This design comes from an exercise in tuning for small area and a short achievable clock period on the open sky130 flow, not from production work.
At most, simulation tests tie the RTL to the original design; equivalence was not proved.
The clock input has no modelled driver; a real chip could not lean on it and would need a root buffer or a full tree.
No activity file was given, so power comes from the tool's default toggle rates.

==> flow/design.v (excerpt) <==
module pte_rx (
    input  wire        clk,
    input  wire        rst,             
    input  wire        in_valid,
    input  wire [7:0]  in_byte,
    output reg         res_valid,
    output wire [7:0]  res_code,        
    output wire [15:0] res_data_len,    
    output wire [7:0]  res_opt_len,     
    output wire [2:0]  res_addr_ctl,    
    output wire        res_ext_hdr_valid,
    output wire [7:0]  res_ext_hdr,
    output wire [47:0] res_orig,        
    output wire        res_dest_valid,
    output wire [31:0] res_dest,        
    output wire [1:0]  res_kind,        
    output wire [31:0] res_data,        
    output wire [7:0]  res_subtel,      
    output wire [15:0] res_rssi_dbm     
);
==> flow/config.mk <==
export PLATFORM = sky130hd
export DESIGN_NAME = pte_rx
export DESIGN_NICKNAME = pte_rx
export VERILOG_FILES = /design/flow/design.v
export SDC_FILE = /design/flow/constraint.sdc
export NUM_CORES = 4
export LEC_CHECK = 0
export CAP_MARGIN = 20
export CORE_MARGIN = 2
export CORE_UTILIZATION = 60
export SETUP_SLACK_MARGIN = 3.0
export SLEW_MARGIN = 20
==> flow/constraint.sdc <==
create_clock -name core_clock -period 5.0 [get_ports {clk}]
set_input_delay 1.0000 -clock core_clock [delete_from_list [all_inputs] [get_ports {clk}]]
set_output_delay 1.0000 -clock core_clock [all_outputs]
set_load 0.01 [all_outputs]
standard.sh (not shown) runs the stock make flow with config.mk's settings and CLKGATE_MAP_FILE= SYNTH_SCRIPT=/design/flow/synth_recipe.tcl, a recipe that flattens the netlist after the stock synthesis.
==> flow/flow/run.sh <==
#!/bin/bash
# Layout: the standard flow (standard synthesis included), with
# - port buffers of the smallest plain buffer instead of the delay buffer
#   that buffer_ports picks by itself;
# - a hand-built two-level clock tree (flow/cts_hook.tcl) in place of
#   TritonCTS's three-level one.
set -euo pipefail
bash standard.sh BUFFER_PORTS_ARGS="-buffer_cell sky130_fd_sc_hd__buf_1" \
  PRE_CTS_TCL="$PWD/flow/cts_hook.tcl" finish > standard_flow.log 2>&1
Other scripts of this flow, unchanged in this note and not shown: flow/flow/cts_hook.tcl, flow/flow/mycts.tcl
Change:
--- a/flow/design.v
+++ b/flow/design.v
@@ -30,14 +30,18 @@
     output wire [31:0] res_data,        
     output wire [7:0]  res_subtel,      
     output wire [15:0] res_rssi_dbm     
 );
   localparam [7:0] SYNC      = 8'h55;
   localparam [7:0] PT_RADIO  = 8'h0A;
-  wire        rv = in_valid;
-  wire [7:0]  rb = in_byte;
+  reg         rv;             
+  reg  [7:0]  rb;             
+  always @(posedge clk) begin
+    rv <= in_valid && !rst;
+    rb <= in_byte;
+  end
   localparam [2:0] A_WAIT = 3'd0;    
   localparam [2:0] A_LH   = 3'd1;    
   localparam [2:0] A_LL   = 3'd2;    
   localparam [2:0] A_OL   = 3'd3;    
   localparam [2:0] A_PT   = 3'd4;    
   localparam [2:0] A_HC   = 3'd5;    
Worst hold slack gets worse by 12 ps.
Wire length goes down by 5.2%.
Synthesized area goes up by 2.7%.
Sequential power goes up by about 5%.
Power goes up by 1.1%.
Design area goes down by 6.0%.
Synthesized cell count goes up by 2.9%.
Worst setup slack gets better by 310 ps.
No functional check of the RTL was part of any run of this note. In every run of this note, the design's own scripts or RTL, not TritonCTS, make the clock network.

* * *

the reference run:
Another version of the RTL of pte_rx (not shown whole).
For scale: ~200 I/O pins.
Settings: LEC_CHECK=0, CAP_MARGIN=20, CORE_MARGIN=2, CORE_UTILIZATION=70, SETUP_SLACK_MARGIN=3.0, SLEW_MARGIN=20; clock period 5.0 ns.
Scripts as last shown in full above: flow/flow/run.sh
Other scripts of this flow, unchanged in this note and not shown: flow/flow/cts_hook.tcl, flow/flow/mycts.tcl
#### Input delta (the trial run over the reference run)
--- a/flow/design.v
+++ b/flow/design.v
@@ -84,28 +84,28 @@
   reg  [7:0]  dcrc;           
   reg  [4:0]  code;           
   wire [7:0]  crc_next;
   wire [7:0]  dcrc_next;
   pte_crc8_rom u_crc  (.idx(crc  ^ rb), .val(crc_next));
   pte_crc8_rom u_dcrc (.idx(dcrc ^ rb), .val(dcrc_next));
   function automatic [15:0] dec16(input [15:0] x);
     integer i;
     begin
       for (i = 0; i < 16; i = i + 1)
-        dec16[i] = ((x & ((16'd1 << i) - 16'd1)) == 16'd0) ? ~x[i] : x[i];
+        dec16[i] = x[i] ^ ~(|(x & ((16'd1 << i) - 16'd1)));
     end
   endfunction
   function automatic [7:0] neg8(input [7:0] x);
     integer i;
     begin
       for (i = 0; i < 8; i = i + 1)
-        neg8[i] = ((x & ((8'd1 << i) - 8'd1)) != 8'd0) ? ~x[i] : x[i];
+        neg8[i] = x[i] ^ (|(x & ((8'd1 << i) - 8'd1)));
     end
   endfunction
   function automatic cout8(input [7:0] a, input [7:0] b);
     integer i;
     reg c;
     begin
       c = 1'b0;
       for (i = 0; i < 8; i = i + 1)
         c = (a[i] & b[i]) | ((a[i] | b[i]) & c);
       cout8 = c;
@@ -206,79 +206,73 @@
   always @(posedge clk) begin
     if (rv && ast == A_HC) begin
       pst  <= P_HDR;
     end else if (in_body) begin
       case (pst)
         P_HDR: begin
           addr_ctl     <= rb[7:5];
           ext_flag     <= rb[4];
           kind_sel     <= rb[3:0];
           dest_valid   <= (rb[7:5] == 3'b010);
+          orig[23:0]   <= 24'd0;    
+          data[23:0]   <= 24'd0;
           dcrc         <= 8'd0;
           fcnt         <= orig_last;
           if (rb[4])
             pst <= P_EXTH;
           else if (rb[3:0] == 4'hF)
             pst <= P_EXTK;
           else
             pst <= P_ORIG;
         end
         P_EXTH: begin
           ext_hdr <= rb;
           pst     <= (kind_sel == 4'hF) ? P_EXTK : P_ORIG;
         end
         P_EXTK: pst <= P_ORIG;
         P_ORIG: begin
+          orig <= {orig[39:0], rb};
           if (fcnt_zero) begin
             fcnt <= dest_valid ? 3'd3 : data_last;
             pst  <= dest_valid ? P_DEST : kind_bad ? P_DONE : P_DATA;
           end else
             fcnt <= fcnt - 3'd1;
         end
         P_DEST: begin
           dest <= {dest[23:0], rb};
           if (fcnt_zero) begin
             fcnt <= data_last;
             pst  <= kind_bad ? P_DONE : P_DATA;
           end else
             fcnt <= fcnt - 3'd1;
         end
         P_DATA: begin
+          data <= {data[23:0], rb};
           dcrc <= dcrc_next;
           if (fcnt_zero)
             pst <= P_DCRC;
           else
             fcnt <= fcnt - 3'd1;
         end
         P_DCRC: pst <= (dcrc != rb) ? P_E23 : P_SUB;
         P_SUB: begin
           subtel <= rb;
           pst    <= P_SIG;
         end
         P_SIG: begin
           rssi_lo  <= neg8(rb);
           rssi_neg <= (rb != 8'd0);
           pst      <= P_DONE;
         end
         default: ;
       endcase
     end
-  end
-  wire        zero_in  = (ast != A_BODY) || (pst == P_HDR);
-  wire [7:0]  zb       = zero_in ? 8'd0 : rb;
-  wire        pre_tel  = rv && ((ast == A_PT) || (ast == A_HC) ||
-                                ((ast == A_BODY) && (pst == P_HDR)));
-  always @(posedge clk) begin
-    if (pre_tel || (in_body && pst == P_ORIG))
-      orig <= {orig[39:0], zb};
-    if (pre_tel || (in_body && pst == P_DATA))
-      data <= {data[23:0], zb};
   end
   assign res_data_len      = data_len;
   assign res_opt_len       = opt_len;
   assign res_addr_ctl      = addr_ctl;
   assign res_ext_hdr_valid = ext_flag;
   assign res_ext_hdr       = ext_hdr;
   assign res_orig          = orig;
   assign res_dest_valid    = dest_valid;
   assign res_dest          = dest;
   assign res_kind          = kind_sel[1:0];
Results
- Diff the reference run -> the trial run: fraction of layout cells with a size suffix above 1 lower, worst setup slack for register-to-register paths increased by 210 ps relative to the old numbers.
- Switching power share of the total for the trial run: 1.0 points down relative to the reference run
- The trial run vs. the reference run: die area saw an increase, routed wire length has decreased.
- Between the trial run and the reference run, the fraction of standard cell area in multi-input logic is higher for the trial run.
- Initial cell density of the core (the trial run over the reference run): decrease, 0.45 points
For the reference run, only the layout was checked, not whether the RTL still works. No run of this note takes its clock network from TritonCTS; it comes from the design's own scripts or RTL.

* * *

Another version of the RTL of pte_rx (not shown whole).
For scale: roughly 650 cells after synthesis, about 240 flip-flops, roughly 200 I/O pins, about 9500 um^2 of cells after synthesis.
export LEC_CHECK = 0
export CAP_MARGIN = 20
export CORE_MARGIN = 2
export CORE_UTILIZATION = 70
export SETUP_SLACK_MARGIN = 3.0
export SLEW_MARGIN = 20
create_clock -name core_clock -period 5.0 [get_ports {clk}]
Scripts as last shown in full above: flow/flow/run.sh
Other scripts of this flow, unchanged in this note and not shown: flow/flow/cts_hook.tcl, flow/flow/mycts.tcl
Next try:
--- a/flow/design.v
+++ b/flow/design.v
@@ -114,40 +114,40 @@
     end
   endfunction
   wire [7:0]  csa_x = {cnt[7:3] ^ rb[7:3], ~(cnt[2:0] ^ rb[2:0])};
   wire [7:0]  csa_y = {cnt[7:3] & rb[7:3],  (cnt[2:0] | rb[2:0])};
   wire        lo_c  = cout8(csa_x, {csa_y[6:0], 1'b0});
   wire        hi_ff = &cnt[15:8];
   wire        hi_fe = (cnt[15:8] == 8'hFE);
   wire        oversize_in = (hi_ff && (csa_y[7] || lo_c)) || (hi_fe && csa_y[7] && lo_c);
   wire        at_trail  = in_opt ? cnt_one : (cnt_zero && opt_zero);
   wire        cnt_hi0   = (cnt[15:2] == 14'd0);
   wire        in_body   = rv && (ast == A_BODY);
   wire        last_byte = in_body && at_trail;
-  reg         trailed;        
   wire        discard   = (ast == A_WAIT) || ((ast == A_PT) && oversize);
   wire [2:0]  orig_last = (rb[7:5] == 3'b000) ? 3'd2 :
                           (rb[7:5] == 3'b011) ? 3'd5 : 3'd3;
   wire [2:0]  data_last = (kind_sel == 4'd2) ? 3'd3 : 3'd0;
   wire        fcnt_zero = (fcnt == 3'd0);
   wire        kind_bad  = (kind_sel > 4'd2);
   reg  [7:0]  code_next;
   always @(*) begin
     if (hdr_bad)                               code_next = 8'h12;
     else if (pkt_bad)                          code_next = 8'h13;
     else if (dl_short)                         code_next = 8'h20;
     else if (addr_ctl[2])                      code_next = 8'h21;
     else if ((pst == P_DONE) && kind_bad)      code_next = 8'h22;
     else if (pst == P_E23)                     code_next = 8'h23;
     else if (pst != P_DONE)                    code_next = 8'h25;
+    else if (crc != rb)                        code_next = 8'h24;
     else                                       code_next = 8'h00;
   end
   assign res_code = {2'b00, code[4:3], 1'b0, code[2:0]};
   always @(posedge clk) begin
     if (rst)
       ast <= A_WAIT;
     else if (rv) begin
       case (ast)
         A_WAIT: if (rb == SYNC) ast <= A_LH;
         A_LH:   ast <= A_LL;
         A_LL:   ast <= A_OL;
         A_OL:   ast <= A_PT;
@@ -172,54 +172,50 @@
       crc <= crc_next;
   end
   always @(posedge clk) begin
     if (rv) begin
       if (ast == A_LH) data_len[15:8] <= rb;
       if (ast == A_LL) data_len[7:0]  <= rb;
       if (ast == A_OL) opt_len        <= rb;
       if (ast == A_OL) opt_zero       <= (rb == 8'd0);
       if (ast == A_LL) dl_short       <= (cnt[15:8] == 8'd0) && (rb <= 8'd6);
       if (ast == A_OL) oversize       <= oversize_in;
       if (ast == A_PT) pkt_bad        <= (rb != PT_RADIO);
       if (ast == A_HC) hdr_bad        <= (crc != rb);
+      if (last_byte)   code           <= {code_next[5:4], code_next[2:0]};
     end
   end
   always @(posedge clk) begin
     if (rv && ast == A_LH) begin
       cnt[15:8] <= rb;
     end else if (rv && ast == A_LL) begin
       cnt[7:0]  <= rb;
       cnt_zero  <= (cnt[15:8] == 8'd0) && (rb == 8'd0);
     end else if (rv && ast == A_HC) begin
       in_opt    <= 1'b0;
     end else if (in_body) begin
       if (!in_opt && cnt_zero) begin
         cnt      <= {8'd0, opt_len};
         cnt_one  <= (opt_len == 8'd1);
         in_opt   <= 1'b1;
       end else begin
         cnt      <= dec16(cnt);
         cnt_zero <= cnt_hi0 && (cnt[1:0] == 2'd1);
         cnt_one  <= cnt_hi0 && (cnt[1:0] == 2'd2);
       end
     end
   end
   always @(posedge clk) begin
-    trailed <= last_byte && !rst;
-    if (last_byte)
-      code <= {code_next[5:4], code_next[2:0]};
-    else if (trailed && code == 5'd0 && crc != 8'd0)
-      code <= 5'b10_100;                  
     if (rst) res_valid <= 1'b0;
-    else     res_valid <= trailed;
+    else     res_valid <= last_byte;
   end
   always @(posedge clk) begin
     if (rv && ast == A_HC) begin
       pst  <= P_HDR;
     end else if (in_body) begin
       case (pst)
         P_HDR: begin
           addr_ctl     <= rb[7:5];
           ext_flag     <= rb[4];
           kind_sel     <= rb[3:0];
           dest_valid   <= (rb[7:5] == 3'b010);
           dcrc         <= 8'd0;
Clock power fell by about 3%.
Register-to-register slack gains 0.28 ns.
First-iteration DRC count falls by about 50%.
Setup slack gets better by 0.28 ns.
Cell count goes down by about 2.4%.
Fmax rose by 13%.
Design area goes down by about 3.3%.
Core utilization falls by 3.0 points.
Wire length falls by 16%.
Via count came out lower by about 9%.
Sequential power barely changes.
Critical path depth is higher by 3.
Die area hardly moves.
Power is lower by about 2.5%.
No functional check of the RTL was part of any run of this note. In every run of this note, the design's own scripts or RTL, not TritonCTS, make the clock network.

==> static timing again, ports no longer ideal <==
How much do the figures lean on ideal ports? The routed layouts below were timed once more, with nothing changed but the port constraints. Step 1 (the two cells are an assumption about what drives the block):
set clk [get_ports {clk}]
set_driving_cell -lib_cell sky130_fd_sc_hd__clkbuf_16 $clk
set_driving_cell -lib_cell sky130_fd_sc_hd__buf_2 [delete_from_list [all_inputs] $clk]
Step 2 moves the port delays by t, midway between the first and last clock arrival at a register: inputs arrive t later, outputs are due t later. That takes back most of the time a late clock gives input paths. Three values: ideal, step 1, step 2; two values: the first two.
run | t (ns) | slack for setup (ns) | hold slack, ns | worst register clock-pin slew, ns
the first run of note 1 | 0.388 | 2.654 / 2.699 / 2.311 | 0.542 / 0.542 / 0.542 | 0.10 / 0.10
the second run of note 1 | 0.387 | 2.964 / 2.930 / 2.964 | 0.530 / 0.530 / 0.530 | 0.10 / 0.10
the reference run | 0.392 | 2.798 / 2.798 / 2.798 | 0.418 / 0.418 / 0.418 | 0.12 / 0.12
the trial run | 0.378 | 3.001 / 2.927 / 3.014 | 0.435 / 0.435 / 0.435 | 0.09 / 0.09
the first run of note 3 | 0.389 | 2.566 / 2.566 / 2.566 | 0.442 / 0.442 / 0.442 | 0.11 / 0.11
the second run of note 3 | 0.380 | 2.842 / 2.842 / 2.842 | 0.438 / 0.438 / 0.438 | 0.11 / 0.11
After both steps setup and hold are still met in every run listed. The setup slack of the first run of note 1, which loses most, moves by +0.045 ns with the drivers and by -0.343 ns with both steps.
